Context: an optimization exercise on an open-source flow, tuned for small area, a short achievable clock period and few clock cycles. The choices shown serve that exercise and are no tape-out recipe.
Power is estimated from default activity; no workload was simulated.

==> inputs of v25 <==
## pgc_units
module pgc_units (
    input  wire        clk,
    input  wire        rst,           
    input  wire        cmd_valid,
    output wire        cmd_ready,
    input  wire [3:0]  cmd_op,
    input  wire [31:0] cmd_opa,
    output reg         rsp_valid,
    output reg         rsp_refused,
    output reg  [31:0] rsp_res
);
    localparam [3:0] OP_CRC_NEW   = 4'h1;
    localparam [3:0] OP_CRC_UPD   = 4'h2;
    localparam [3:0] OP_CRC_SUM16 = 4'h3;
    localparam [3:0] OP_CIPH_NEW  = 4'h4;
    localparam [3:0] OP_CIPH_ENC  = 4'h5;
    localparam [15:0] CRC_INIT     = 16'hC387;
    localparam [15:0] CRC_FEEDBACK = 16'hC37B;
    localparam [31:0] KEY          = 32'h43202F2F;
    localparam [29:0] POS_INIT     = 30'h3F7FFFD0;   
    reg [15:0] crc;
    reg [31:0] lcg;
    reg [29:0] pos;
    reg        busy;      
    function [15:0] crc_update;
        input [15:0] c_in;
        input [7:0]  b;
        reg   [15:0] c;
        integer      i;
        begin
            c = c_in ^ {8'h00, b};
            for (i = 0; i < 8; i = i + 1)
                c = c[0] ? ((c >> 1) ^ CRC_FEEDBACK) : (c >> 1);
            crc_update = c;
        end
    endfunction
    wire [31:0] lcg_next;
    wire [31:0] res_next;
    wire pz0_1 = ~pos[1] & ~pos[0];
    wire pz0_3 = ~pos[3] & ~pos[2];
    wire pz0_5 = ~pos[5] & ~pos[4];
    wire pz0_7 = ~pos[7] & ~pos[6];
    wire pz0_9 = ~pos[9] & ~pos[8];
    wire pz0_11 = ~pos[11] & ~pos[10];
    wire pz0_13 = ~pos[13] & ~pos[12];
    wire pz0_15 = ~pos[15] & ~pos[14];
    wire pz0_17 = ~pos[17] & ~pos[16];
    wire pz0_19 = ~pos[19] & ~pos[18];
  ...
Settings: LEC_CHECK=0, CAP_MARGIN=20, CORE_MARGIN=2, CORE_UTILIZATION=40, SETUP_SLACK_MARGIN=4.5, SLEW_MARGIN=20; clock period 8.0 ns.
run.sh (not shown) runs the stock make flow with config.mk's settings and CLKGATE_MAP_FILE= SYNTH_SCRIPT=/design/flow/synth_recipe.tcl, a recipe that flattens the netlist after the stock synthesis.
==> v21: changes against v25 <==
SETUP_SLACK_MARGIN = 5   (was 4.5)
==> v11: changes against v25 <==
--- a/flow/design.v
+++ b/flow/design.v
@@ -33,113 +33,12 @@
                 c = c[0] ? ((c >> 1) ^ CRC_FEEDBACK) : (c >> 1);
             crc_update = c;
         end
     endfunction
     wire [31:0] lcg_next;
     wire [31:0] res_next;
-    wire pz0_1 = ~pos[1] & ~pos[0];
-    wire pz0_3 = ~pos[3] & ~pos[2];
-    wire pz0_5 = ~pos[5] & ~pos[4];
-    wire pz0_7 = ~pos[7] & ~pos[6];
-    wire pz0_9 = ~pos[9] & ~pos[8];
-    wire pz0_11 = ~pos[11] & ~pos[10];
-    wire pz0_13 = ~pos[13] & ~pos[12];
-    wire pz0_15 = ~pos[15] & ~pos[14];
-    wire pz0_17 = ~pos[17] & ~pos[16];
-    wire pz0_19 = ~pos[19] & ~pos[18];
-    wire pz0_21 = ~pos[21] & ~pos[20];
-    wire pz0_23 = ~pos[23] & ~pos[22];
-    wire pz0_25 = ~pos[25] & ~pos[24];
-    wire pz0_27 = ~pos[27] & ~pos[26];
-    wire pz0_29 = ~pos[29] & ~pos[28];
-    wire pz1_2 = ~pos[2] & pz0_1;
-    wire pz1_3 = pz0_3 & pz0_1;
-    wire pz1_6 = ~pos[6] & pz0_5;
-    wire pz1_7 = pz0_7 & pz0_5;
-    wire pz1_10 = ~pos[10] & pz0_9;
-    wire pz1_11 = pz0_11 & pz0_9;
-    wire pz1_14 = ~pos[14] & pz0_13;
-    wire pz1_15 = pz0_15 & pz0_13;
-    wire pz1_18 = ~pos[18] & pz0_17;
-    wire pz1_19 = pz0_19 & pz0_17;
-    wire pz1_22 = ~pos[22] & pz0_21;
-    wire pz1_23 = pz0_23 & pz0_21;
-    wire pz1_26 = ~pos[26] & pz0_25;
-    wire pz1_27 = pz0_27 & pz0_25;
-    wire pz2_4 = ~pos[4] & pz1_3;
-    wire pz2_5 = pz0_5 & pz1_3;
-    wire pz2_6 = pz1_6 & pz1_3;
-    wire pz2_7 = pz1_7 & pz1_3;
-    wire pz2_12 = ~pos[12] & pz1_11;
-    wire pz2_13 = pz0_13 & pz1_11;
-    wire pz2_14 = pz1_14 & pz1_11;
-    wire pz2_15 = pz1_15 & pz1_11;
-    wire pz2_20 = ~pos[20] & pz1_19;
-    wire pz2_21 = pz0_21 & pz1_19;
-    wire pz2_22 = pz1_22 & pz1_19;
-    wire pz2_23 = pz1_23 & pz1_19;
-    wire pz2_28 = ~pos[28] & pz1_27;
-    wire pz2_29 = pz0_29 & pz1_27;
-    wire pz3_8 = ~pos[8] & pz2_7;
-    wire pz3_9 = pz0_9 & pz2_7;
-    wire pz3_10 = pz1_10 & pz2_7;
-    wire pz3_11 = pz1_11 & pz2_7;
-    wire pz3_12 = pz2_12 & pz2_7;
-    wire pz3_13 = pz2_13 & pz2_7;
-    wire pz3_14 = pz2_14 & pz2_7;
-    wire pz3_15 = pz2_15 & pz2_7;
-    wire pz3_24 = ~pos[24] & pz2_23;
-    wire pz3_25 = pz0_25 & pz2_23;
-    wire pz3_26 = pz1_26 & pz2_23;
-    wire pz3_27 = pz1_27 & pz2_23;
-    wire pz3_28 = pz2_28 & pz2_23;
-    wire pz3_29 = pz2_29 & pz2_23;
-    wire pz4_16 = ~pos[16] & pz3_15;
-    wire pz4_17 = pz0_17 & pz3_15;
-    wire pz4_18 = pz1_18 & pz3_15;
-    wire pz4_19 = pz1_19 & pz3_15;
-    wire pz4_20 = pz2_20 & pz3_15;
-    wire pz4_21 = pz2_21 & pz3_15;
-    wire pz4_22 = pz2_22 & pz3_15;
-    wire pz4_23 = pz2_23 & pz3_15;
-    wire pz4_24 = pz3_24 & pz3_15;
-    wire pz4_25 = pz3_25 & pz3_15;
-    wire pz4_26 = pz3_26 & pz3_15;
-    wire pz4_27 = pz3_27 & pz3_15;
-    wire pz4_28 = pz3_28 & pz3_15;
-    wire pz4_29 = pz3_29 & pz3_15;
-    assign pos_zero[0] = 1'b1;
-    assign pos_zero[1] = ~pos[0];
-    assign pos_zero[2] = pz0_1;
-    assign pos_zero[3] = pz1_2;
-    assign pos_zero[4] = pz1_3;
-    assign pos_zero[5] = pz2_4;
-    assign pos_zero[6] = pz2_5;
-    assign pos_zero[7] = pz2_6;
-    assign pos_zero[8] = pz2_7;
-    assign pos_zero[9] = pz3_8;
-    assign pos_zero[10] = pz3_9;
-    assign pos_zero[11] = pz3_10;
-    assign pos_zero[12] = pz3_11;
-    assign pos_zero[13] = pz3_12;
-    assign pos_zero[14] = pz3_13;
-    assign pos_zero[15] = pz3_14;
-    assign pos_zero[16] = pz3_15;
-    assign pos_zero[17] = pz4_16;
-    assign pos_zero[18] = pz4_17;
-    assign pos_zero[19] = pz4_18;
-    assign pos_zero[20] = pz4_19;
-    assign pos_zero[21] = pz4_20;
-    assign pos_zero[22] = pz4_21;
-    assign pos_zero[23] = pz4_22;
-    assign pos_zero[24] = pz4_23;
-    assign pos_zero[25] = pz4_24;
-    assign pos_zero[26] = pz4_25;
-    assign pos_zero[27] = pz4_26;
-    assign pos_zero[28] = pz4_27;
-    assign pos_zero[29] = pz4_28;
     wire a_s0 = lcg[4] ^ lcg[0];
     wire a_c0 = lcg[4] & lcg[0];
     wire a_s1 = lcg[5] ^ ~lcg[3] ^ lcg[1];
     wire a_c1 = (lcg[5] & ~lcg[3]) | (lcg[5] & lcg[1]) | (~lcg[3] & lcg[1]);
     wire a_s2 = lcg[6] ^ ~lcg[4] ^ lcg[2];
     wire a_c2 = (lcg[6] & ~lcg[4]) | (lcg[6] & lcg[2]) | (~lcg[4] & lcg[2]);
@@ -861,12 +760,17 @@
     wire is_crc_new = cmd_op == OP_CRC_NEW;
     wire is_crc_upd = cmd_op == OP_CRC_UPD;
     wire is_sum16   = cmd_op == OP_CRC_SUM16;
     wire is_new     = cmd_op == OP_CIPH_NEW;
     wire is_enc     = cmd_op == OP_CIPH_ENC;
     wire [29:0] pos_zero;     
+    assign pos_zero[0] = 1'b1;
+    genvar gi;
+    generate for (gi = 1; gi < 30; gi = gi + 1) begin : g_pos
+        assign pos_zero[gi] = pos_zero[gi-1] & ~pos[gi-1];
+    end endgenerate
     always @(posedge clk) begin
         pc_q <= pc_d;
         if (rst) begin
             rsp_valid <= 1'b0;
             busy      <= 1'b0;
         end else begin
SETUP_SLACK_MARGIN = 5   (was 4.5)
==> v19: changes against v25 <==
--- a/flow/design.v
+++ b/flow/design.v
@@ -33,113 +33,12 @@
                 c = c[0] ? ((c >> 1) ^ CRC_FEEDBACK) : (c >> 1);
             crc_update = c;
         end
     endfunction
     wire [31:0] lcg_next;
     wire [31:0] res_next;
-    wire pz0_1 = ~pos[1] & ~pos[0];
-    wire pz0_3 = ~pos[3] & ~pos[2];
-    wire pz0_5 = ~pos[5] & ~pos[4];
-    wire pz0_7 = ~pos[7] & ~pos[6];
-    wire pz0_9 = ~pos[9] & ~pos[8];
-    wire pz0_11 = ~pos[11] & ~pos[10];
-    wire pz0_13 = ~pos[13] & ~pos[12];
-    wire pz0_15 = ~pos[15] & ~pos[14];
-    wire pz0_17 = ~pos[17] & ~pos[16];
-    wire pz0_19 = ~pos[19] & ~pos[18];
-    wire pz0_21 = ~pos[21] & ~pos[20];
-    wire pz0_23 = ~pos[23] & ~pos[22];
-    wire pz0_25 = ~pos[25] & ~pos[24];
-    wire pz0_27 = ~pos[27] & ~pos[26];
-    wire pz0_29 = ~pos[29] & ~pos[28];
-    wire pz1_2 = ~pos[2] & pz0_1;
-    wire pz1_3 = pz0_3 & pz0_1;
-    wire pz1_6 = ~pos[6] & pz0_5;
-    wire pz1_7 = pz0_7 & pz0_5;
-    wire pz1_10 = ~pos[10] & pz0_9;
-    wire pz1_11 = pz0_11 & pz0_9;
-    wire pz1_14 = ~pos[14] & pz0_13;
-    wire pz1_15 = pz0_15 & pz0_13;
-    wire pz1_18 = ~pos[18] & pz0_17;
-    wire pz1_19 = pz0_19 & pz0_17;
-    wire pz1_22 = ~pos[22] & pz0_21;
-    wire pz1_23 = pz0_23 & pz0_21;
-    wire pz1_26 = ~pos[26] & pz0_25;
-    wire pz1_27 = pz0_27 & pz0_25;
-    wire pz2_4 = ~pos[4] & pz1_3;
-    wire pz2_5 = pz0_5 & pz1_3;
-    wire pz2_6 = pz1_6 & pz1_3;
-    wire pz2_7 = pz1_7 & pz1_3;
-    wire pz2_12 = ~pos[12] & pz1_11;
-    wire pz2_13 = pz0_13 & pz1_11;
-    wire pz2_14 = pz1_14 & pz1_11;
-    wire pz2_15 = pz1_15 & pz1_11;
-    wire pz2_20 = ~pos[20] & pz1_19;
-    wire pz2_21 = pz0_21 & pz1_19;
-    wire pz2_22 = pz1_22 & pz1_19;
-    wire pz2_23 = pz1_23 & pz1_19;
-    wire pz2_28 = ~pos[28] & pz1_27;
-    wire pz2_29 = pz0_29 & pz1_27;
-    wire pz3_8 = ~pos[8] & pz2_7;
-    wire pz3_9 = pz0_9 & pz2_7;
-    wire pz3_10 = pz1_10 & pz2_7;
-    wire pz3_11 = pz1_11 & pz2_7;
-    wire pz3_12 = pz2_12 & pz2_7;
-    wire pz3_13 = pz2_13 & pz2_7;
-    wire pz3_14 = pz2_14 & pz2_7;
-    wire pz3_15 = pz2_15 & pz2_7;
-    wire pz3_24 = ~pos[24] & pz2_23;
-    wire pz3_25 = pz0_25 & pz2_23;
-    wire pz3_26 = pz1_26 & pz2_23;
-    wire pz3_27 = pz1_27 & pz2_23;
-    wire pz3_28 = pz2_28 & pz2_23;
-    wire pz3_29 = pz2_29 & pz2_23;
-    wire pz4_16 = ~pos[16] & pz3_15;
-    wire pz4_17 = pz0_17 & pz3_15;
-    wire pz4_18 = pz1_18 & pz3_15;
-    wire pz4_19 = pz1_19 & pz3_15;
-    wire pz4_20 = pz2_20 & pz3_15;
-    wire pz4_21 = pz2_21 & pz3_15;
-    wire pz4_22 = pz2_22 & pz3_15;
-    wire pz4_23 = pz2_23 & pz3_15;
-    wire pz4_24 = pz3_24 & pz3_15;
-    wire pz4_25 = pz3_25 & pz3_15;
-    wire pz4_26 = pz3_26 & pz3_15;
-    wire pz4_27 = pz3_27 & pz3_15;
-    wire pz4_28 = pz3_28 & pz3_15;
-    wire pz4_29 = pz3_29 & pz3_15;
-    assign pos_zero[0] = 1'b1;
-    assign pos_zero[1] = ~pos[0];
-    assign pos_zero[2] = pz0_1;
-    assign pos_zero[3] = pz1_2;
-    assign pos_zero[4] = pz1_3;
-    assign pos_zero[5] = pz2_4;
-    assign pos_zero[6] = pz2_5;
-    assign pos_zero[7] = pz2_6;
-    assign pos_zero[8] = pz2_7;
-    assign pos_zero[9] = pz3_8;
-    assign pos_zero[10] = pz3_9;
-    assign pos_zero[11] = pz3_10;
-    assign pos_zero[12] = pz3_11;
-    assign pos_zero[13] = pz3_12;
-    assign pos_zero[14] = pz3_13;
-    assign pos_zero[15] = pz3_14;
-    assign pos_zero[16] = pz3_15;
-    assign pos_zero[17] = pz4_16;
-    assign pos_zero[18] = pz4_17;
-    assign pos_zero[19] = pz4_18;
-    assign pos_zero[20] = pz4_19;
-    assign pos_zero[21] = pz4_20;
-    assign pos_zero[22] = pz4_21;
-    assign pos_zero[23] = pz4_22;
-    assign pos_zero[24] = pz4_23;
-    assign pos_zero[25] = pz4_24;
-    assign pos_zero[26] = pz4_25;
-    assign pos_zero[27] = pz4_26;
-    assign pos_zero[28] = pz4_27;
-    assign pos_zero[29] = pz4_28;
     wire a_s0 = lcg[4] ^ lcg[0];
     wire a_c0 = lcg[4] & lcg[0];
     wire a_s1 = lcg[5] ^ ~lcg[3] ^ lcg[1];
     wire a_c1 = (lcg[5] & ~lcg[3]) | (lcg[5] & lcg[1]) | (~lcg[3] & lcg[1]);
     wire a_s2 = lcg[6] ^ ~lcg[4] ^ lcg[2];
     wire a_c2 = (lcg[6] & ~lcg[4]) | (lcg[6] & lcg[2]) | (~lcg[4] & lcg[2]);
@@ -861,12 +760,17 @@
     wire is_crc_new = cmd_op == OP_CRC_NEW;
     wire is_crc_upd = cmd_op == OP_CRC_UPD;
     wire is_sum16   = cmd_op == OP_CRC_SUM16;
     wire is_new     = cmd_op == OP_CIPH_NEW;
     wire is_enc     = cmd_op == OP_CIPH_ENC;
     wire [29:0] pos_zero;     
+    assign pos_zero[0] = 1'b1;
+    genvar gi;
+    generate for (gi = 1; gi < 30; gi = gi + 1) begin : g_pos
+        assign pos_zero[gi] = pos_zero[gi-1] & ~pos[gi-1];
+    end endgenerate
     always @(posedge clk) begin
         pc_q <= pc_d;
         if (rst) begin
             rsp_valid <= 1'b0;
             busy      <= 1'b0;
         end else begin
CTS_BUF_LIST = sky130_fd_sc_hd__clkbuf_4 sky130_fd_sc_hd__clkbuf_8   (was not set)
==> comparison table <==
|  | v11 | v21 | v25 | v19 |
|---|---|---|---|---|
| Outcome | finished clean | finished clean | finished clean | finished clean |
| Multi-input combinational cell area | 0.007422 sq mm | 0.007315 sq mm | 0.006987 sq mm | 0.006995 sq mm |
| Y dimension of the die | 174.3 um | 175.7 um | 175.7 um | 174.3 um |
| Minimum setup slack in the final design | 4.506 ns | 5.023 ns | 4.573 ns | 4.481 ns |
| Routed wire length on met3 | 1571 um | 1216 um | 1314 um | 1606 um |
| Final weighted congestion in routability-driven placement | 0.8279 | 0.8738 | 0.8469 | 0.8385 |
| Effective utilization at floorplan | 0.4052 | 0.4089 | 0.4089 | 0.4052 |
| TritonRoute pass-1 iters | 5 | 4 | 6 | 4 |
| Nature of the critical path endpoint | register | register | output port | register |
| Drt total wl | 29540 um | 30110 um | 28220 um | 27900 um |
| Clock-pin slew on the worst setup and hold paths | 0.08 ns | 0.08 ns | 0.08 ns | 0.10 ns |
| Met1 Resource Use GR | 0.2811 | 0.2716 | 0.2549 | 0.2605 |
| Power in combinational cells | 1.36 mW | 1.30 mW | 1.13 mW | 1.15 mW |
| Multi-input combinational cell count | 657 | 670 | 669 | 656 |
| Worst-case register-to-register setup slack | 4.51 ns | 5.02 ns | 4.75 ns | 4.48 ns |
| Detail-routed net length per standard cell | 18.68 um | 18.69 um | 18.16 um | 18.26 um |
| WHS Endpoint | pos[29] | pos[11] | pos[29] | pos[29] |
No functional check of the RTL was part of any run of this note.

static timing again, ports no longer ideal:
How much do the figures lean on ideal ports? The routed layouts below were timed once more, with nothing changed but the port constraints.
Step 1, drivers: a clkbuf_16 drives clk and a buf_2 each remaining input, both assumed.
Step 2 also shifts input and output timing later by t, the mid clock arrival at the registers, as if the neighbouring blocks saw the same clock.
Slacks: no drivers / after step 1 / after step 2; pairs: no drivers / after step 1.
run	t (ns)	setup slack, ns	slew at the worst register clock pin (ns)	worst slew at a driven data input, ns
v25	0.482	4.573 / 4.524 / 4.144	0.08 / 0.08	0.08
v21	0.486	5.023 / 4.983 / 4.587	0.08 / 0.08	0.04
v11	0.489	4.506 / 4.506 / 4.506	0.08 / 0.08	0.06
v19	0.511	4.481 / 4.481 / 4.093	0.11 / 0.11	0.05
After both steps every run listed still meets setup and hold. The setup slack of v21, which loses most, moves by -0.040 ns with the drivers and by -0.436 ns with both steps.
